Background: an optimization exercise with open tools, aiming at small area, a short achievable clock period and few clock cycles. Do not read the settings as production practice. In this exercise RTL edits were held to simulation tests only and were not proved equivalent to the original.

File: flow/run.sh
#!/bin/bash
# synth_recipe.tcl (not shown) runs the flow's synth.tcl, then flattens the netlist and writes it again
# the make line also repeats each setting of config.mk as NAME=value (left out here)
make -C /OpenROAD-flow-scripts/flow DESIGN_CONFIG=/design/flow/config.mk WORK_HOME=/design/flow/orfs CLKGATE_MAP_FILE= SYNTH_SCRIPT=/design/flow/synth_recipe.tcl finish
File: flow/config.mk
export PLATFORM = sky130hd
export DESIGN_NAME = zpid_ctrl
export DESIGN_NICKNAME = zpid_ctrl
export VERILOG_FILES = /design/flow/design.v
export SDC_FILE = /design/flow/constraint.sdc
export NUM_CORES = 8
export LEC_CHECK = 0
export ABC_AREA = 1
export ABC_CLOCK_PERIOD_IN_PS = 50000
export CAP_MARGIN = 20
export CORE_MARGIN = 2
export CORE_UTILIZATION = 55
export PLACE_DENSITY = 0.65
export SLEW_MARGIN = 20
File: flow/constraint.sdc
create_clock -name core_clock -period 300.0 [get_ports {clk}]
set_input_delay 60.0000 -clock core_clock [delete_from_list [all_inputs] [get_ports {clk}]]
set_output_delay 60.0000 -clock core_clock [all_outputs]
set_load 0.01 [all_outputs]
File: flow/design.v
module zf_b2u (
    input  wire [31:0] x,
    output wire [33:0] y
);
    wire [7:0] ex = x[30:23];
    wire [8:0] eb;
    wire       eb_co;
    zf_rca #(9) u_eb (.a({1'b0, ex}), .b(9'd23), .ci(1'b0), .s(eb), .co(eb_co));
    assign y = (ex == 8'hff) ? {x[31], 9'h1ff, 1'b1, x[22:0]} :
               (ex == 8'h00) ? {x[31], (x[22:0] == 0) ? 9'd0 : 9'd24, 1'b0, x[22:0]} :
                               {x[31], eb, 1'b1, x[22:0]};
endmodule
module zf_n2u (
    input  wire [32:0] x,
    output wire [33:0] y
);
    assign y = {x[32:23], (x[31:23] != 9'd0), x[22:0]};
endmodule
module zf_b2n (
    input  wire [31:0] x,
    output reg  [32:0] y
);
    wire [7:0] ex = x[30:23];
    reg  [22:0] t;
    reg  [4:0]  lz;
    always @* begin
        t = x[22:0];
        lz = 5'd0;
        if (t[22:7] == 0) begin t = t << 16; lz = lz + 5'd16; end
        if (t[22:15] == 0) begin t = t << 8; lz = lz + 5'd8; end
        if (t[22:19] == 0) begin t = t << 4; lz = lz + 5'd4; end
        if (t[22:21] == 0) begin t = t << 2; lz = lz + 5'd2; end
        if (t[22] == 0)    begin t = t << 1; lz = lz + 5'd1; end
        if (ex == 8'hff)
            y = {x[31], 9'h1ff, x[22:0]};
        else if (ex != 8'h00)
            y = {x[31], {1'b0, ex} + 9'd23, x[22:0]};
        else if (x[22:0] == 0)
            y = {x[31], 32'd0};
        else
            y = {x[31], 9'd23 - {4'd0, lz}, t[21:0], 1'b0};
    end
endmodule
module zf_add_front (
    input  wire [33:0] a,
    input  wire [33:0] b,
    output wire        swap,
    output wire [33:0] x,
    output wire        z_sp,      
    output reg  [25:0] t,
    output reg         st
);
    zf_gt #(33) u_cmp (.a(b[32:0]), .b(a[32:0]), .gt(swap));
    assign x = swap ? b : a;
    wire [33:0] z = swap ? a : b;
    assign z_sp = (z[32:24] == 9'h1ff);
    wire [8:0]  d;
    wire        d_co;
    zf_rca #(9) u_d (.a(x[32:24]), .b(~z[32:24]), .ci(1'b1), .s(d), .co(d_co));
    always @* begin
        t  = {z[23:0], 2'b00};
        st = 1'b0;
        if (d[0]) begin st = st | t[0];        t = t >> 1;  end
        if (d[1]) begin st = st | (|t[1:0]);   t = t >> 2;  end
        if (d[2]) begin st = st | (|t[3:0]);   t = t >> 4;  end
        if (d[3]) begin st = st | (|t[7:0]);   t = t >> 8;  end
        if (d[4]) begin st = st | (|t[15:0]);  t = t >> 16; end
        if (|d[8:5]) begin st = st | (|t);     t = 26'd0;   end
    end
endmodule
module zf_add_back (
    input  wire        xs,
    input  wire [32:0] x,         
    input  wire        z_sp,
    input  wire        sub,
    input  wire [25:0] t,
    input  wire        st,
    output reg  [32:0] y
);
    wire [27:0] ma  = {1'b0, x[23:0], 3'b000};
    wire [27:0] mb  = {1'b0, t, st};
    wire [27:0] sum;
    wire        s_co;
    zf_rca #(28) u_sum (.a(ma), .b(mb ^ {28{sub}}), .ci(sub), .s(sum), .co(s_co));
    reg  [27:0] n;
    reg  [4:0]  lz;
    always @* begin
        n  = sum;
        lz = 5'd0;
        if (n[27:12] == 0) begin n = n << 16; lz[4] = 1'b1; end
        if (n[27:20] == 0) begin n = n << 8;  lz[3] = 1'b1; end
        if (n[27:24] == 0) begin n = n << 4;  lz[2] = 1'b1; end
        if (n[27:26] == 0) begin n = n << 2;  lz[1] = 1'b1; end
        if (n[27] == 0)    begin n = n << 1;  lz[0] = 1'b1; end
    end
    wire [9:0]  e0;
    wire        e0_co;
    zf_rca #(10) u_e0 (.a({1'b0, x[32:24]}), .b(~{5'd0, lz}), .ci(1'b1), .s(e0), .co(e0_co));
    wire        inc = n[3] & ((|n[2:0]) | n[4]);
    wire [32:0] pk;
    wire        pk_co;
    wire [23:0] mr;
    wire        mr_co;
    zf_incf #(24, 6) u_mr (.a(n[27:4]), .ci(inc), .s(mr), .co(mr_co));
    zf_rca #(10) u_pke (.a(e0), .b(10'd1), .ci(mr_co), .s(pk[32:23]), .co(pk_co));
    assign pk[22:0] = mr[22:0];
    wire        ovf;
    zf_gt #(10) u_ovf (.a(pk[32:23]), .b(10'd277), .gt(ovf));
    always @* begin
        if (x[32:24] == 9'h1ff)
            y = {xs, 9'h1ff, x[22] | (sub & z_sp), x[21:0]};
        else if (sum == 28'd0)
            y = {xs & ~sub, 32'd0};
        else if (ovf)
            y = {xs, 9'h1ff, 23'd0};
        else
            y = {xs, pk[31:0]};
    end
endmodule
module zf_add (
    input  wire [33:0] a,
    input  wire [33:0] b,
    output wire [32:0] y
);
    wire        swap, z_sp, st;
    wire [33:0] x;
    wire [25:0] t;
    zf_add_front u_f (.a(a), .b(b), .swap(swap), .x(x), .z_sp(z_sp), .t(t), .st(st));
    zf_add_back  u_b (.xs(x[33]), .x(x[32:0]), .z_sp(z_sp), .sub(a[33] ^ b[33]),
                      .t(t), .st(st), .y(y));
endmodule
module zf_addsub (
    input  wire [33:0] a,
    input  wire [33:0] b,
    output wire [32:0] ys,        
    output wire [32:0] yd         
);
    wire        swap, z_sp, st;
    wire [33:0] x;
    wire [25:0] t;
    wire        sub = a[33] ^ b[33];
    zf_add_front u_f (.a(a), .b(b), .swap(swap), .x(x), .z_sp(z_sp), .t(t), .st(st));
    zf_add_back  u_s (.xs(x[33]), .x(x[32:0]), .z_sp(z_sp), .sub(sub),
                      .t(t), .st(st), .y(ys));
    zf_add_back  u_d (.xs(x[33] ^ swap), .x(x[32:0]), .z_sp(z_sp), .sub(~sub),
                      .t(t), .st(st), .y(yd));
endmodule
module zf_mul24 (
    input  wire [23:0] a,
    input  wire [23:0] b,
    output reg  [47:0] p
);
    reg [47:0] s, c, pp, ns, nc;
    reg        cy;
    integer    i, j;
    always @* begin
        s = 48'd0;
        c = 48'd0;
        for (i = 0; i < 24; i = i + 1) begin
            pp = {24'd0, a & {24{b[i]}}} << i;
            ns = s ^ c ^ pp;
            nc = (s & c) | (s & pp) | (c & pp);
            s  = ns;
            c  = {nc[46:0], 1'b0};
        end
        cy = 1'b0;
        for (j = 0; j < 48; j = j + 1) begin
            p[j] = s[j] ^ c[j] ^ cy;
            cy   = (s[j] & c[j]) | (s[j] & cy) | (c[j] & cy);
        end
    end
endmodule
module zf_mul (
    input  wire [32:0] a,
    input  wire [32:0] b,
    output reg  [32:0] y
);
    wire        s    = a[32] ^ b[32];
    wire        a_z  = (a[31:23] == 9'd0);
    wire        b_z  = (b[31:23] == 9'd0);
    wire        a_s  = (a[31:23] == 9'h1ff);
    wire        b_s  = (b[31:23] == 9'h1ff);
    wire        a_n  = a_s & (a[22:0] != 0);
    wire        b_n  = b_s & (b[22:0] != 0);
    wire [47:0] p;
    zf_mul24 u_m (.a({1'b1, a[22:0]}), .b({1'b1, b[22:0]}), .p(p));
    wire        hi = p[47];
    wire [24:0] v  = hi ? p[47:23] : p[46:22];
    wire        sb = hi ? (|p[22:0]) : (|p[21:0]);
    wire [10:0] esum;
    wire        es_co;
    zf_rca #(11) u_es (.a({2'd0, a[31:23]}), .b({2'd0, b[31:23]}), .ci(hi), .s(esum), .co(es_co));
    wire [10:0] en;
    wire        en_co;
    zf_rca #(11) u_en (.a(esum), .b(11'h76a), .ci(1'b0), .s(en), .co(en_co));    
    wire        neg_e   = en[10];
    wire        lt24;
    zf_gt #(10) u_lt24 (.a(10'd24), .b(en[9:0]), .gt(lt24));
    wire        sub_rng = neg_e | lt24;
    wire [4:0]  k25;
    wire        k25_co;
    zf_rca #(5) u_k25 (.a(5'd25), .b(~en[4:0]), .ci(1'b1), .s(k25), .co(k25_co));
    wire [4:0]  kp = sub_rng ? k25 : 5'd1;
    wire [25:0] th = ~(26'h3ffffff << kp);      
    wire [25:0] vk  = {1'b0, v};
    wire [25:0] th1 = {1'b0, th[25:1]};             
    wire [25:0] ohg = th & ~th1;                     
    wire [25:0] ohl = ~th & {th[24:0], 1'b0};        
    wire [25:0] kept = vk & ~th;
    wire        g   = |(vk & ohg);
    wire        st  = sb | (|(vk & th1));
    wire        lsb = |(vk & ohl);
    wire        inc = g & (st | lsb);
    wire [25:0] inj = ohl & {26{inc}};
    reg  [25:0] r;
    reg         c;
    integer     i;
    always @* begin
        c = 1'b0;
        for (i = 0; i < 26; i = i + 1) begin
            c    = c | inj[i];
            r[i] = kept[i] ^ c;
            c    = c & kept[i];
        end
    end
    wire [9:0]  ef;
    wire        ef_co;
    zf_inc #(10) u_ef (.a(en[9:0]), .ci(r[25]), .s(ef), .co(ef_co));
    wire [22:0] ff = r[25] ? 23'd0 : r[23:1];
    wire        ef_ovf;
    zf_gt #(10) u_eovf (.a(ef), .b(10'd277), .gt(ef_ovf));
    always @* begin
        if (a_n || b_n || (a_s && b_z) || (b_s && a_z))
            y = {1'b0, 9'h1ff, 23'h400000};
        else if (a_s || b_s)
            y = {s, 9'h1ff, 23'd0};
        else if (a_z || b_z || neg_e || r == 26'd0)
            y = {s, 32'd0};
        else if (ef_ovf)
            y = {s, 9'h1ff, 23'd0};
        else
            y = {s, ef[8:0], ff};
    end
endmodule
module zf_i2f (
    input  wire [31:0] i,
    output reg  [32:0] y
);
    wire        s = i[31];
    wire [31:0] m;
    wire        m_co;
    zf_inc #(32) u_neg (.a(i ^ {32{s}}), .ci(s), .s(m), .co(m_co));
    reg  [31:0] n;
    reg  [4:0]  lz;
    always @* begin
        n  = m;
        lz = 5'd0;
        if (n[31:16] == 0) begin n = n << 16; lz[4] = 1'b1; end
        if (n[31:24] == 0) begin n = n << 8;  lz[3] = 1'b1; end
        if (n[31:28] == 0) begin n = n << 4;  lz[2] = 1'b1; end
        if (n[31:30] == 0) begin n = n << 2;  lz[1] = 1'b1; end
        if (n[31] == 0)    begin n = n << 1;  lz[0] = 1'b1; end
    end
    wire [8:0]  e0;
    wire        e0_co;
    zf_rca #(9) u_e0 (.a(9'd149), .b({4'd0, ~lz}), .ci(1'b0), .s(e0), .co(e0_co));
    wire        inc = n[7] & ((|n[6:0]) | n[8]);
    wire [31:0] pk;
    wire        pk_co;
    zf_rca #(32) u_pk (.a({e0, 23'd0}), .b({8'd0, n[31:8]}), .ci(inc), .s(pk), .co(pk_co));
    always @* begin
        if (m == 32'd0) y = 33'd0;
        else            y = {s, pk};
    end
endmodule
module zf_f2i (
    input  wire [32:0] x,
    output reg  [31:0] y
);
    wire [8:0]  e = x[31:23];
    wire [4:0]  t;                            
    wire        t_co;
    zf_rca #(5) u_t (.a(e[4:0]), .b(5'd10), .ci(1'b0), .s(t), .co(t_co));
    wire        e_big, e_small;
    zf_gt #(9) u_big (.a(e), .b(9'd180), .gt(e_big));
    zf_gt #(9) u_sml (.a(9'd150), .b(e), .gt(e_small));
    wire [54:0] sh = {31'd0, 1'b1, x[22:0]} << t;
    wire [31:0] mag = sh[54:23];
    wire [31:0] sg;
    wire        sg_co;
    zf_inc #(32) u_neg (.a(mag ^ {32{x[32]}}), .ci(x[32]), .s(sg), .co(sg_co));
    always @* begin
        if (e_big)
            y = 32'h80000000;
        else if (e_small)
            y = 32'd0;
        else
            y = sg;
    end
endmodule
module zf_clamp (
    input  wire [32:0] x,
    input  wire [32:0] m,
    output wire [32:0] y
);
    wire nan = ((x[31:23] == 9'h1ff) && (x[22:0] != 0)) ||
               ((m[31:23] == 9'h1ff) && (m[22:0] != 0));
    wire gtm, ltm;
    zf_gt #(32) u_gt (.a(x[31:0]), .b(m[31:0]), .gt(gtm));
    zf_gt #(32) u_lt (.a(m[31:0]), .b(x[31:0]), .gt(ltm));
    wire bz  = (x[31:23] == 9'd0) && (m[31:23] == 9'd0);
    wire sx  = x[32];
    wire sm  = m[32];
    wire above = !nan && (sx ? (sm & ltm) : (sm ? !bz : gtm));
    wire below = !nan && (sx ? (sm ? !bz : gtm) : (sm & ltm));
    assign y = above ? m : (below ? {~m[32], m[31:0]} : x);
endmodule
module zf_rca #(parameter W = 8) (
    input  wire [W-1:0] a,
    input  wire [W-1:0] b,
    input  wire         ci,
    output wire [W-1:0] s,
    output wire         co
);
    wire [W:0]   c;
    wire [W-1:0] p = a ^ b;
    wire [W-1:0] g = a & b;
    assign c[0] = ci;
    genvar j;
    generate
        if (W <= 12) begin : g_small
            for (j = 0; j < W; j = j + 1) begin : g_b
                assign c[j+1] = (a[j] & b[j]) | (a[j] & c[j]) | (b[j] & c[j]);
            end
        end else begin : g_wide
            reg [W:0] cc;
            integer k;
            always @* begin
                cc[0] = ci;
                for (k = 0; k < W; k = k + 1)
                    cc[k+1] = g[k] | (p[k] & cc[k]);
            end
            assign c[W:1] = cc[W:1];
        end
    endgenerate
    assign s  = p ^ c[W-1:0];
    assign co = c[W];
endmodule
module zf_inc #(parameter W = 8) (
    input  wire [W-1:0] a,
    input  wire         ci,
    output wire [W-1:0] s,
    output wire         co
);
    reg [W:0] c;
    integer k;
    always @* begin
        c[0] = ci;
        for (k = 0; k < W; k = k + 1)
            c[k+1] = a[k] & c[k];
    end
    assign s  = a ^ c[W-1:0];
    assign co = c[W];
endmodule
module zf_gt #(parameter W = 8) (
    input  wire [W-1:0] a,
    input  wire [W-1:0] b,
    output wire         gt
);
    wire [W-1:0] g = a & ~b;
    wire [W-1:0] p = a | ~b;
    reg  [W:0]   c;
    integer k;
    always @* begin
        c[0] = 1'b0;
        for (k = 0; k < W; k = k + 1)
            c[k+1] = g[k] | (p[k] & c[k]);
    end
    assign gt = c[W];
endmodule
module zf_incf #(parameter W = 8, parameter B = 6) (
    input  wire [W-1:0] a,
    input  wire         ci,
    output wire [W-1:0] s,
    output reg          co
);
    reg  [W-1:0] pa;       
    reg  [W-1:0] c;
    reg          bc;       
    integer j;
    always @* begin
        bc = ci;
        for (j = 0; j < W; j = j + 1) begin
            if (j % B == 0) begin
                if (j > 0) bc = bc & pa[j-1] & a[j-1];
                pa[j] = 1'b1;
            end else begin
                pa[j] = pa[j-1] & a[j-1];
            end
            c[j] = bc & pa[j];
        end
        co = bc & pa[W-1] & a[W-1];
    end
    assign s = a ^ c;
endmodule
module zpid_pid_a (
    input  wire [32:0] kp,
    input  wire [32:0] ki,
    input  wire [32:0] kd,
    input  wire [32:0] acc_in,
    input  wire [32:0] last_err,
    input  wire [32:0] e,
    output wire [32:0] acc,
    output wire [32:0] p,
    output wire [32:0] i,
    output wire [32:0] d
);
    wire [32:0] de;
    wire [33:0] e_u, acc_in_u, nlast_u;
    zf_n2u c0 (.x(e), .y(e_u));
    zf_n2u c1 (.x(acc_in), .y(acc_in_u));
    zf_n2u c2 (.x({~last_err[32], last_err[31:0]}), .y(nlast_u));
    zf_add u_acc (.a(acc_in_u), .b(e_u), .y(acc));
    zf_add u_de  (.a(e_u), .b(nlast_u), .y(de));
    zf_mul u_pm  (.a(kp), .b(e), .y(p));
    zf_mul u_im  (.a(ki), .b(acc), .y(i));
    zf_mul u_dm  (.a(kd), .b(de), .y(d));
endmodule
module zpid_pid_b (
    input  wire [32:0] iout_max,
    input  wire [32:0] p,
    input  wire [32:0] i,
    output wire [32:0] pi
);
    wire [32:0] it;
    wire [33:0] p_u, it_u;
    zf_clamp u_ic (.x(i), .m(iout_max), .y(it));
    zf_n2u c0 (.x(p), .y(p_u));
    zf_n2u c1 (.x(it), .y(it_u));
    zf_add u_pi (.a(p_u), .b(it_u), .y(pi));
endmodule
module zpid_pid_c (
    input  wire [32:0] out_max,
    input  wire [32:0] pi,
    input  wire [32:0] d,
    output wire [32:0] out
);
    wire [32:0] u;
    wire [33:0] pi_u, d_u;
    zf_n2u c0 (.x(pi), .y(pi_u));
    zf_n2u c1 (.x(d), .y(d_u));
    zf_add u_u (.a(pi_u), .b(d_u), .y(u));
    zf_clamp u_oc (.x(u), .m(out_max), .y(out));
endmodule
module zpid_sum2 (
    input  wire [32:0] p,
    input  wire [32:0] it,
    output wire [32:0] pi
);
    wire [33:0] p_u, it_u;
    zf_n2u c0 (.x(p), .y(p_u));
    zf_n2u c1 (.x(it), .y(it_u));
    zf_add u_pi (.a(p_u), .b(it_u), .y(pi));
endmodule
module zpid_pid_e (
    input  wire [33:0] tgt_u,
    input  wire [32:0] fb,
    input  wire [32:0] acc_in,
    input  wire [32:0] last_err,
    output wire [32:0] e,
    output wire [32:0] acc,
    output wire [32:0] de
);
    wire [33:0] nfb_u, e_u, acc_u, nerr_u;
    zf_n2u c0 (.x({~fb[32], fb[31:0]}), .y(nfb_u));
    zf_add u_e (.a(tgt_u), .b(nfb_u), .y(e));
    zf_n2u c1 (.x(e), .y(e_u));
    zf_n2u c2 (.x(acc_in), .y(acc_u));
    zf_n2u c3 (.x({~last_err[32], last_err[31:0]}), .y(nerr_u));
    zf_add u_acc (.a(acc_u), .b(e_u), .y(acc));
    zf_add u_de  (.a(e_u), .b(nerr_u), .y(de));
endmodule
module zpid_pid_m (
    input  wire [32:0] kp,
    input  wire [32:0] ki,
    input  wire [32:0] kd,
    input  wire [32:0] iout_max,
    input  wire [32:0] e,
    input  wire [32:0] acc,
    input  wire [32:0] de,
    output wire [32:0] p,
    output wire [32:0] it,
    output wire [32:0] d
);
    wire [32:0] i;
    zf_mul u_pm (.a(kp), .b(e), .y(p));
    zf_mul u_im (.a(ki), .b(acc), .y(i));
    zf_mul u_dm (.a(kd), .b(de), .y(d));
    zf_clamp u_ic (.x(i), .m(iout_max), .y(it));
endmodule
module zpid_ctrl (
    input  wire         clk,
    input  wire         rst,
    input  wire         op_valid,
    input  wire [2:0]   op,
    output wire         op_ready,
    input  wire [127:0] fb_in,      
    input  wire [95:0]  tgt_in,     
    input  wire [319:0] gain_in,    
    output reg          done,
    output reg          cmd_valid,
    output reg  [127:0] cmd_out,    
    output reg  [95:0]  vel_out     
);
    localparam [2:0] OP_INIT  = 3'b001;
    localparam [2:0] OP_GAINS = 3'b010;
    localparam [2:0] OP_TICK  = 3'b011;
    localparam [33:0] U_ONE  = {1'b0, 9'd150, 1'b1, 23'd0};
    localparam [33:0] U_500  = {1'b0, 9'd158, 1'b1, 23'h7a0000};
    localparam [33:0] U_2000 = {1'b0, 9'd160, 1'b1, 23'h7a0000};
    genvar gk;
    integer k;
    reg        initialized;
    reg        pend;             
    reg [31:0] gp [0:9];         
    reg [33:0] gb0 [0:9];        
    reg [33:0] gb1 [0:9];        
    reg        cur;              
    reg [9:0]  v;                
    reg [9:0]  ph;               
    reg [9:0]  ini;              
    reg [9:0]  bk;               
    wire [33:0] gc [0:9];        
    wire [9:0]  g_sub, gp_sub;
    generate
        for (gk = 0; gk < 10; gk = gk + 1) begin : g_flags
            assign gc[gk]     = cur ? gb1[gk] : gb0[gk];
            assign g_sub[gk]  = !gc[gk][23] && (gc[gk][22:0] != 23'd0);
            assign gp_sub[gk] = (gp[gk][30:23] == 8'd0) && (gp[gk][22:0] != 23'd0);
        end
    endgenerate
    wire busy = |g_sub;
    wire used = |(v[7:1] & (bk[7:1] ^ {7{cur}}));
    wire xfer = pend && !used;
    wire s1a  = v[1] & ~ph[1];
    wire s5b  = v[5] & ph[5];
    wire s6a  = v[6] & ~ph[6];
    assign op_ready = !busy && !s1a && (!pend || (xfer && !(|gp_sub)));
    wire acc_op = op_valid && op_ready;
    wire a_tick = acc_op && (op == OP_TICK);
    wire a_gain = acc_op && (op == OP_GAINS);
    wire a_init = acc_op && (op == OP_INIT);
    wire [33:0] gp_u [0:9];
    wire [33:0] g_shl [0:9];     
    generate
        for (gk = 0; gk < 10; gk = gk + 1) begin : g_conv
            zf_b2u u_c (.x(gp[gk]), .y(gp_u[gk]));
            wire [8:0] dn;
            wire       dco;
            zf_inc #(9) u_d (.a(~gc[gk][32:24]), .ci(1'b1), .s(dn), .co(dco));
            assign g_shl[gk] = {gc[gk][33], ~dn, gc[gk][22:0], 1'b0};
        end
    endgenerate
    always @(posedge clk) begin
        if (rst) begin
            initialized <= 1'b0;
            pend        <= 1'b0;
            cur         <= 1'b0;
            v           <= 10'd0;
            gb0[0] <= U_ONE; gb0[1] <= U_ONE; gb0[2] <= U_ONE; gb0[3] <= U_500; gb0[4] <= U_2000;
            gb0[5] <= U_ONE; gb0[6] <= U_ONE; gb0[7] <= U_ONE; gb0[8] <= U_500; gb0[9] <= U_2000;
        end else begin
            if (a_init) initialized <= 1'b1;
            pend <= a_gain | (pend & ~xfer);
            v    <= {v[8:6], s5b | s6a, v[4:1], a_tick | s1a, 1'b0};
            if (xfer) cur <= ~cur;
            for (k = 0; k < 10; k = k + 1) begin
                if (xfer) begin
                    if (cur) gb0[k] <= gp_u[k];
                end else if (g_sub[k]) begin
                    if (!cur) gb0[k] <= g_shl[k];
                end
            end
        end
    end
    always @(posedge clk) begin
        for (k = 0; k < 10; k = k + 1) begin
            if (xfer) begin
                if (!cur) gb1[k] <= gp_u[k];
            end else if (g_sub[k]) begin
                if (cur) gb1[k] <= g_shl[k];
            end
        end
    end
    always @(posedge clk) begin
        ph  <= {ph[8:6],  s6a,    ph[4:1],  s1a,    1'b0};
        ini <= {ini[8:6], ini[5], ini[4:1], s1a ? ini[1] : initialized, 1'b0};
        bk  <= {bk[8:6],  bk[5],  bk[4:1],  s1a ? bk[1] : (cur ^ xfer), 1'b0};
        if (!pend || xfer)
            for (k = 0; k < 10; k = k + 1)
                gp[k] <= gain_in[32*k +: 32];
    end
    wire [32:0] g_n [0:9];
    generate
        for (gk = 0; gk < 10; gk = gk + 1) begin : g_n_fmt
            localparam integer ST = (gk < 4) ? 3 : (gk == 4) ? 4 : (gk < 9) ? 7 : 8;
            wire [33:0] gs = bk[ST] ? gb1[gk] : gb0[gk];
            assign g_n[gk] = {gs[33:24], gs[22:0]};
        end
    endgenerate
    reg [127:0] fb1;
    reg [95:0]  tgt1;
    always @(posedge clk) begin
        if (op_ready) begin
            fb1  <= fb_in;
            tgt1 <= tgt_in;
        end
    end
    wire [33:0] m0 = {{2{fb1[31]}},  fb1[31:0]};
    wire [33:0] m1 = {{2{fb1[63]}},  fb1[63:32]};
    wire [33:0] m2 = {{2{fb1[95]}},  fb1[95:64]};
    wire [33:0] m3 = {{2{fb1[127]}}, fb1[127:96]};
    wire [33:0] s01, s23, d10, d23, sx, sy, sz;
    wire [6:0]  vco;
    zf_rca #(34) u_s01 (.a(m0),  .b(m1),   .ci(1'b0), .s(s01), .co(vco[0]));
    zf_rca #(34) u_s23 (.a(m2),  .b(m3),   .ci(1'b0), .s(s23), .co(vco[1]));
    zf_rca #(34) u_d10 (.a(m1),  .b(~m0),  .ci(1'b1), .s(d10), .co(vco[2]));
    zf_rca #(34) u_d23 (.a(m2),  .b(~m3),  .ci(1'b1), .s(d23), .co(vco[3]));
    zf_rca #(34) u_sx  (.a(s01), .b(s23),  .ci(1'b0), .s(sx),  .co(vco[4]));
    zf_rca #(34) u_sy  (.a(d10), .b(d23),  .ci(1'b0), .s(sy),  .co(vco[5]));
    zf_rca #(34) u_sz  (.a(d10), .b(~d23), .ci(1'b1), .s(sz),  .co(vco[6]));
    wire [95:0] vel1;
    wire [2:0]  qco;
    zf_inc #(32) u_qx (.a(sx[33:2]), .ci(sx[33] & (|sx[1:0])), .s(vel1[31:0]),  .co(qco[0]));
    zf_inc #(32) u_qy (.a(sy[33:2]), .ci(sy[33] & (|sy[1:0])), .s(vel1[63:32]), .co(qco[1]));
    zf_inc #(32) u_qz (.a(sz[33:2]), .ci(sz[33] & (|sz[1:0])), .s(vel1[95:64]), .co(qco[2]));
    wire        h1 = ph[1];
    wire [31:0] vl0 = h1 ? vel1[95:64] : vel1[31:0];
    wire [32:0] vf1_0, vf1_1;
    zf_i2f u_i2f0 (.i(vl0), .y(vf1_0));
    zf_i2f u_i2f1 (.i(vel1[63:32]), .y(vf1_1));
    wire [127:0] sd1 = h1 ? {fb1[127:64], 32'd0, vel1[95:64]} : {fb1[63:0], vel1[63:0]};
    reg [32:0]  vf2_0, vf2_1;
    reg [31:0]  tg2_0, tg2_1;
    reg [127:0] sd2;
    always @(posedge clk) begin
        vf2_0 <= vf1_0;
        vf2_1 <= vf1_1;
        tg2_0 <= h1 ? tgt1[95:64] : tgt1[31:0];
        tg2_1 <= tgt1[63:32];
        sd2   <= sd1;
    end
    reg  [32:0] acc_st [0:6];
    reg  [32:0] err_st [0:6];
    wire        h2 = ph[2];
    wire [32:0] acc_in2_0 = h2 ? acc_st[2] : acc_st[0];
    wire [32:0] err_in2_0 = h2 ? err_st[2] : err_st[0];
    wire [33:0] t2_u0, t2_u1;
    zf_b2u u_t2_0 (.x(tg2_0), .y(t2_u0));
    zf_b2u u_t2_1 (.x(tg2_1), .y(t2_u1));
    wire [65:0] e_o2, acc_o2, de_o2;
    zpid_pid_e u_e2_0 (.tgt_u(t2_u0), .fb(vf2_0), .acc_in(acc_in2_0), .last_err(err_in2_0),
                       .e(e_o2[32:0]), .acc(acc_o2[32:0]), .de(de_o2[32:0]));
    zpid_pid_e u_e2_1 (.tgt_u(t2_u1), .fb(vf2_1), .acc_in(acc_st[1]), .last_err(err_st[1]),
                       .e(e_o2[65:33]), .acc(acc_o2[65:33]), .de(de_o2[65:33]));
    reg [65:0]  e_o3, acc_o3, de_o3;
    reg [127:0] sd3;
    always @(posedge clk) begin
        e_o3   <= e_o2;
        acc_o3 <= acc_o2;
        de_o3  <= de_o2;
        sd3    <= sd2;
    end
    wire [65:0] p_o3, it_o3, d_o3;
    generate
        for (gk = 0; gk < 2; gk = gk + 1) begin : g_s3
            zpid_pid_m u_m (.kp(g_n[0]), .ki(g_n[1]), .kd(g_n[2]), .iout_max(g_n[3]),
                            .e(e_o3[33*gk +: 33]), .acc(acc_o3[33*gk +: 33]), .de(de_o3[33*gk +: 33]),
                            .p(p_o3[33*gk +: 33]), .it(it_o3[33*gk +: 33]), .d(d_o3[33*gk +: 33]));
        end
    endgenerate
    reg [65:0]  p_o4, it_o4, d_o4;
    reg [127:0] sd4;
    always @(posedge clk) begin
        p_o4  <= p_o3;
        it_o4 <= it_o3;
        d_o4  <= d_o3;
        sd4   <= sd3;
    end
    wire [65:0] tv4;
    generate
        for (gk = 0; gk < 2; gk = gk + 1) begin : g_s4
            wire [32:0] pi;
            zpid_sum2 u_s (.p(p_o4[33*gk +: 33]), .it(it_o4[33*gk +: 33]), .pi(pi));
            zpid_pid_c u_c (.out_max(g_n[4]), .pi(pi), .d(d_o4[33*gk +: 33]), .out(tv4[33*gk +: 33]));
        end
    endgenerate
    reg [65:0]  tv5;
    reg [127:0] sd5;
    always @(posedge clk) begin
        tv5 <= tv4;
        sd5 <= sd4;
    end
    wire        h5 = ph[5];
    reg  [32:0] sa5, sb5;
    wire [33:0] x0_u, x1_u, tv2_u, sb_u;
    wire [32:0] r0s, r0d, r1s, r1d;
    zf_n2u c_x0 (.x(h5 ? sa5 : tv5[32:0]), .y(x0_u));
    zf_n2u c_x1 (.x(tv5[65:33]), .y(x1_u));
    zf_n2u c_t2 (.x(tv5[32:0]), .y(tv2_u));
    zf_n2u c_sb (.x(sb5), .y(sb_u));
    zf_addsub u_m0 (.a(x0_u), .b(h5 ? tv2_u : x1_u), .ys(r0s), .yd(r0d));
    zf_addsub u_m1 (.a(sb_u), .b(tv2_u), .ys(r1s), .yd(r1d));
    always @(posedge clk) begin
        if (!h5) begin
            sa5 <= r0s;
            sb5 <= r0d;
        end
    end
    wire [31:0] fl0 = sd5[95:64];
    wire [31:0] fl1 = sd5[127:96];
    wire [32:0] fbf5_0, fbf5_1;
    zf_i2f u_i2f5_0 (.i(fl0), .y(fbf5_0));
    zf_i2f u_i2f5_1 (.i(fl1), .y(fbf5_1));
    reg [131:0] tm6;
    reg [129:0] sd5d, sd6;
    always @(posedge clk) begin
        if (h5)
            tm6 <= {r0d, r1s, r0s, r1d};         
        sd5d <= {fbf5_1, fbf5_0, sd5[63:0]};
        sd6  <= sd5d;
    end
    wire        h6 = ph[6];
    wire [32:0] tm6_0 = h6 ? tm6[131:99] : tm6[32:0];
    wire [32:0] tm6_1 = h6 ? tm6[98:66]  : tm6[65:33];
    wire [32:0] acc_in6_0 = h6 ? acc_st[5] : acc_st[3];
    wire [32:0] err_in6_0 = h6 ? err_st[5] : err_st[3];
    wire [32:0] acc_in6_1 = h6 ? acc_st[6] : acc_st[4];
    wire [32:0] err_in6_1 = h6 ? err_st[6] : err_st[4];
    wire [33:0] tm6_u0, tm6_u1;
    zf_n2u c_tm0 (.x(tm6_0), .y(tm6_u0));
    zf_n2u c_tm1 (.x(tm6_1), .y(tm6_u1));
    wire [65:0] e_i6, acc_i6, de_i6;
    zpid_pid_e u_e6_0 (.tgt_u(tm6_u0), .fb(sd6[96:64]), .acc_in(acc_in6_0), .last_err(err_in6_0),
                       .e(e_i6[32:0]), .acc(acc_i6[32:0]), .de(de_i6[32:0]));
    zpid_pid_e u_e6_1 (.tgt_u(tm6_u1), .fb(sd6[129:97]), .acc_in(acc_in6_1), .last_err(err_in6_1),
                       .e(e_i6[65:33]), .acc(acc_i6[65:33]), .de(de_i6[65:33]));
    always @(posedge clk) begin
        if (rst) begin
            for (k = 0; k < 7; k = k + 1) begin
                acc_st[k] <= 33'd0;
                err_st[k] <= 33'd0;
            end
        end else begin
            if (v[2] && ini[2]) begin
                if (h2) begin
                    acc_st[2] <= acc_o2[32:0];
                    err_st[2] <= e_o2[32:0];
                end else begin
                    acc_st[0] <= acc_o2[32:0];
                    err_st[0] <= e_o2[32:0];
                    acc_st[1] <= acc_o2[65:33];
                    err_st[1] <= e_o2[65:33];
                end
            end
            if (v[6] && ini[6]) begin
                if (h6) begin
                    acc_st[5] <= acc_i6[32:0];
                    err_st[5] <= e_i6[32:0];
                    acc_st[6] <= acc_i6[65:33];
                    err_st[6] <= e_i6[65:33];
                end else begin
                    acc_st[3] <= acc_i6[32:0];
                    err_st[3] <= e_i6[32:0];
                    acc_st[4] <= acc_i6[65:33];
                    err_st[4] <= e_i6[65:33];
                end
            end
        end
    end
    reg [65:0] e_i7, acc_i7, de_i7;
    reg [63:0] vl7;
    always @(posedge clk) begin
        e_i7   <= e_i6;
        acc_i7 <= acc_i6;
        de_i7  <= de_i6;
        vl7    <= sd6[63:0];
    end
    wire [65:0] p_i7, it_i7, d_i7;
    generate
        for (gk = 0; gk < 2; gk = gk + 1) begin : g_s7
            zpid_pid_m u_m (.kp(g_n[5]), .ki(g_n[6]), .kd(g_n[7]), .iout_max(g_n[8]),
                            .e(e_i7[33*gk +: 33]), .acc(acc_i7[33*gk +: 33]), .de(de_i7[33*gk +: 33]),
                            .p(p_i7[33*gk +: 33]), .it(it_i7[33*gk +: 33]), .d(d_i7[33*gk +: 33]));
        end
    endgenerate
    reg [65:0] p_i8, it_i8, d_i8;
    reg [63:0] vl8;
    always @(posedge clk) begin
        p_i8  <= p_i7;
        it_i8 <= it_i7;
        d_i8  <= d_i7;
        vl8   <= vl7;
    end
    wire [65:0] o8;
    generate
        for (gk = 0; gk < 2; gk = gk + 1) begin : g_s8
            wire [32:0] pi;
            zpid_sum2 u_s (.p(p_i8[33*gk +: 33]), .it(it_i8[33*gk +: 33]), .pi(pi));
            zpid_pid_c u_c (.out_max(g_n[9]), .pi(pi), .d(d_i8[33*gk +: 33]), .out(o8[33*gk +: 33]));
        end
    endgenerate
    reg [65:0] o9;
    reg [63:0] vl9;
    always @(posedge clk) begin
        o9  <= o8;
        vl9 <= vl8;
    end
    wire [63:0] cmd9;
    zf_f2i u_f2i0 (.x(o9[32:0]),  .y(cmd9[31:0]));
    zf_f2i u_f2i1 (.x(o9[65:33]), .y(cmd9[63:32]));
    wire h9 = ph[9];
    always @(posedge clk) begin
        if (rst) begin
            done      <= 1'b0;
            cmd_valid <= 1'b0;
            cmd_out   <= 128'd0;
        end else begin
            done      <= v[9] & h9;
            cmd_valid <= ini[9];
            if (v[9]) begin
                if (h9) cmd_out[127:64] <= ini[9] ? cmd9 : 64'd0;
                else    cmd_out[63:0]   <= ini[9] ? cmd9 : 64'd0;
            end
        end
        if (v[9]) begin
            if (h9) vel_out[95:64] <= vl9[31:0];
            else    vel_out[63:0]  <= vl9;
        end
    end
endmodule
==> summary.txt <==
-- worst max path at each step --
stage               slack, ns  endpoint  cells past startpoint  start
detailed placement     232.23  op_ready                     17    cur
global placement       232.21  op_ready                     17    cur
CTS                    231.06  op_ready                     17    cur
floorplan              201.96  op_ready                     16  bk[7]
global route           230.34  de_i7[2]                    318  ph[6]
finish                 230.78  op_ready                     17    cur
-- cell type report --
class	count	area, um^2	share of cell area, %
Antenna cell	1083	2710	0.4823
Clock buffer	642	13960	2.484
Clock inverter	247	3025	0.5385
Inverter	11504	43220	7.693
Multi-Input combinational cell	52453	371200	66.06
Sequential cell	4160	95150	16.94
Tap cell	12600	15770	2.806
Timing Repair Buffer	1969	16830	2.996
-- Yosys cell counts, types with 628 or more instances --
cell type,count,area [um^2]
nand2_1,20924,78540
inv_1,11230,42150
o21ai_0,7816,39120
fa_1,7328,146700
nor2_1,4755,17850
clkbuf_1,3144,11800
dfxtp_1,2980,59660
ha_1,2405,30090
nand3_1,1881,9414
a21oi_1,1573,7873
edfxtp_1,1180,35430
nand4_1,867,5424
nor4_1,661,4135
xor2_1,628,5500
-- per-layer routing --
metal	GRT usage (%)	part of all wire (%)	vias to the layer above
met2	60.81	45	16427
li1	-	-	222601
met3	6.932	7.6	3913
met1	47.34	38	227733
met5	0	0.031	-
met4	29.63	9.2	84
-- registers in the layout, summed over array words and instances, names as in the netlist, 96 cells and up --
name,cells
gb0,340
gb1,340
gp,320
acc_st,231
err_st,231
tm6,132
cmd_out,128
fb1,128
sd2,128
sd3,128
sd4,128
sd5,128
sd5d,128
sd6,128
tgt1,96
vel_out,96
-- cells by family (layout without fill, tap and decap cells) --
logic type	after synthesis	after routing	synth area share [%]
xor gates and xnor gates	812	812	1.362
adders and majority gates	9760	9760	33.87
and+or+nand+nor	30323	30323	23.51
muxes	184	184	0.3539
other	0	1083	0
DFF	4160	4160	18.19
buffers and inverters	15217	14362	11.02
AOI/OAI and AO/OA	11374	11374	11.70
-- worst reg2reg max path, delay by kind of cell, from the launching register on --
family	cells	cell delay, ns
buffers and inverters	44	10.41
DFF	1	0.58
AOI/OAI and AO/OA	47	7.27
xor gates and xnor gates	2	0.20
and+or+nand+nor	148	20.00
adders and majority gates	77	24.74
-- metrics by stage --
step / instances / worst slack (ns)
2_1_floorplan: 71830 / 201.96
3_3_place_gp: 82675 / 232.21
3_5_place_dp: 82680 / 232.23
4_1_cts: 83569 / 231.06
5_1_grt: 84584 / 230.34
6_report: 84658 / 230.78
==> summary.md <==
| Metric | Value |
|---|---|
| Status | `finished clean` |
| Clk_skew | `0.2251 ns` |
| Number of synthesized flops with an enable pin | `1180` |
| Hold Crit Depth | `0` |
| # nets final | `80854` |
| Most frequent cells in the layout | `nand2_1, inv_1, o21ai_0, fa_1, nor2_1` |
| Post_cts resized | `0` |
| Worst Path Required | `240.00 ns` |
| Post-DRT Antenna Nets | `0` |
| Async set-reset flop share out of synthesis | `0%` |
| CP Class | `reg -> out` |
| CTS tree | `built` |
| Endpoint of the worst hold path | `vl8[49]` |
| DRC | `0` |
| Post-synth cell types | `89` |
| Full die area | `0.9584 mm^2` |
| Synthesized cell area | `0.5228 mm^2` |
| Share of cells above drive strength 1 | `4.275%` |
| Max Root-Sink Buffers | `5` |
| Hold WC Path Type | `reg -> reg` |
| Placer Congestion | `1.070` |
| Worst-Margin Slew | `1.365 ns` |
| H-Tree Depth | `5` |
| First-pass GRT wire length | `2797000 um` |
| FP Rows | `358` |
| Synth warn | `28` |
| Min Hold Slack | `0.2406 ns` |
| Clock sinks | `4160` |
| Final instance area | `0.5619 mm^2` |
| Hold buffers post-CTS | `0` |
| R2R cell count | `318` |
| Final Hold Viols | `0` |
| Core Box Area | `0.9487 mm^2` |
| Buf/Inv on CP | `9` |
| R2R setup slack | `236.56 ns` |
| Largest net degree at the start of global routing | `154` |
| CP Cell Sequence | `buf_4, buf_4, buf_4, buf_4, buf_12, buf_4, o21ai_0, nor2_1, nand3_1, nor4_1, nand3_1, o21ai_2, buf_4, nand4_1, a2111oi_2, buf_4, clkdlybuf4s50_1` |
| Initial Util | `55.11%` |
| CP max-delay cell | `dfxtp_4` |
| Pins Over Slew Limit | `0` |
| Buffers added on ports | `776` |
| Vias in the first global route | `450740` |
| Final WL | `1873000 um` |
| FMAX | `14.45 MHz` |
| Max-capacitance violation count | `0` |
| Placed Area | `0.5420 mm^2` |
| Post-CTS setup buffer count | `0` |
| Worst r2r src | `ph[6]` |
| Die H | `979 um` |
| Vias per inst | `5.561` |
| Most common cell after layout, fill and taps aside | `nand2_1` |
| Crit path capture type | `output pin` |
| Root buffer cell | `clkbuf_16` |
| RSZ-0062 raised after global routing | `no` |
| Via count | `470758` |
| Clk pin slew, worst setup/hold paths | `0.06 ns` |
| CP most frequent cell | `buf_4` |
| Post-layout util | `59.22%` |
| Slew HR | `8.748%` |
| Total CTS buffers | `483` |
| DRT Pass-1 Iters | `10` |
| Period Utilization, post-route | `23.07%` |
| Post-synth net total | `82113` |
| Worst EP arrival | `9.22 ns` |
| Syn-to-layout area delta | `7.461%` |
| DR WL/cell | `22.13 um` |
| IO Count | `777` |
| Initial antenna violation count | `282` |
| Worst-skew pair later-pin latency | `1.23 ns` |
| Delay-heaviest family, CP | `buffers and inverters` |
| Critical path startpoint category | `flip-flop` |
| Initial DRC count | `43415` |
| GRT Resource Usage Total | `38.62%` |
| Number of synthesized register bits | `4160` |
| Syn Area/Cell | `7.279 um^2` |
| Fillers | `91803` |
| Sequential share of the synthesized area | `18.19%` |
| Final setup viols | `0` |
| Setup TNS | `0 ns` |
| R2r endpoint | `de_i7[2]` |
| Primary FF master, synth | `dfxtp_1` |
| CP Max Fanout | `96` |
| Width of the die | `979 um` |
| CP max stage delay | `0.78 ns` |
| Hpwl dp | `1541000 um` |
| Worst Min Path Start | `vl7[49]` |
| Post-route minimum period | `69.22 ns` |
| Total grt overflow | `0` |
| Post-Synthesis Cells | `71830` |
Testbench counts, summed over its fixed seeds: cycles 3,952.

[re-timing with driven ports]
Ports are ideal in the flow. The routed layout listed here was re-timed in OpenROAD.
Step 1, drivers: a clkbuf_16 drives clk and a buf_2 each remaining input, both assumed.
Step 2 moves the port delays by t, midway between the first and last clock arrival at a register: inputs arrive t later, outputs are due t later. That takes back most of the time a late clock gives input paths.
Three values: ideal, step 1, step 2; two values: the first two.
t, ns: 1.298
slack for setup (ns): 230.780 / 230.602 / 231.900
clock arrival spread, ns: 0.228 / 0.229
pins driven straight from the clock port: 1
After both steps this run still meets setup and hold. The setup slack of this run moves by -0.178 ns with the drivers and by +1.120 ns with both steps.
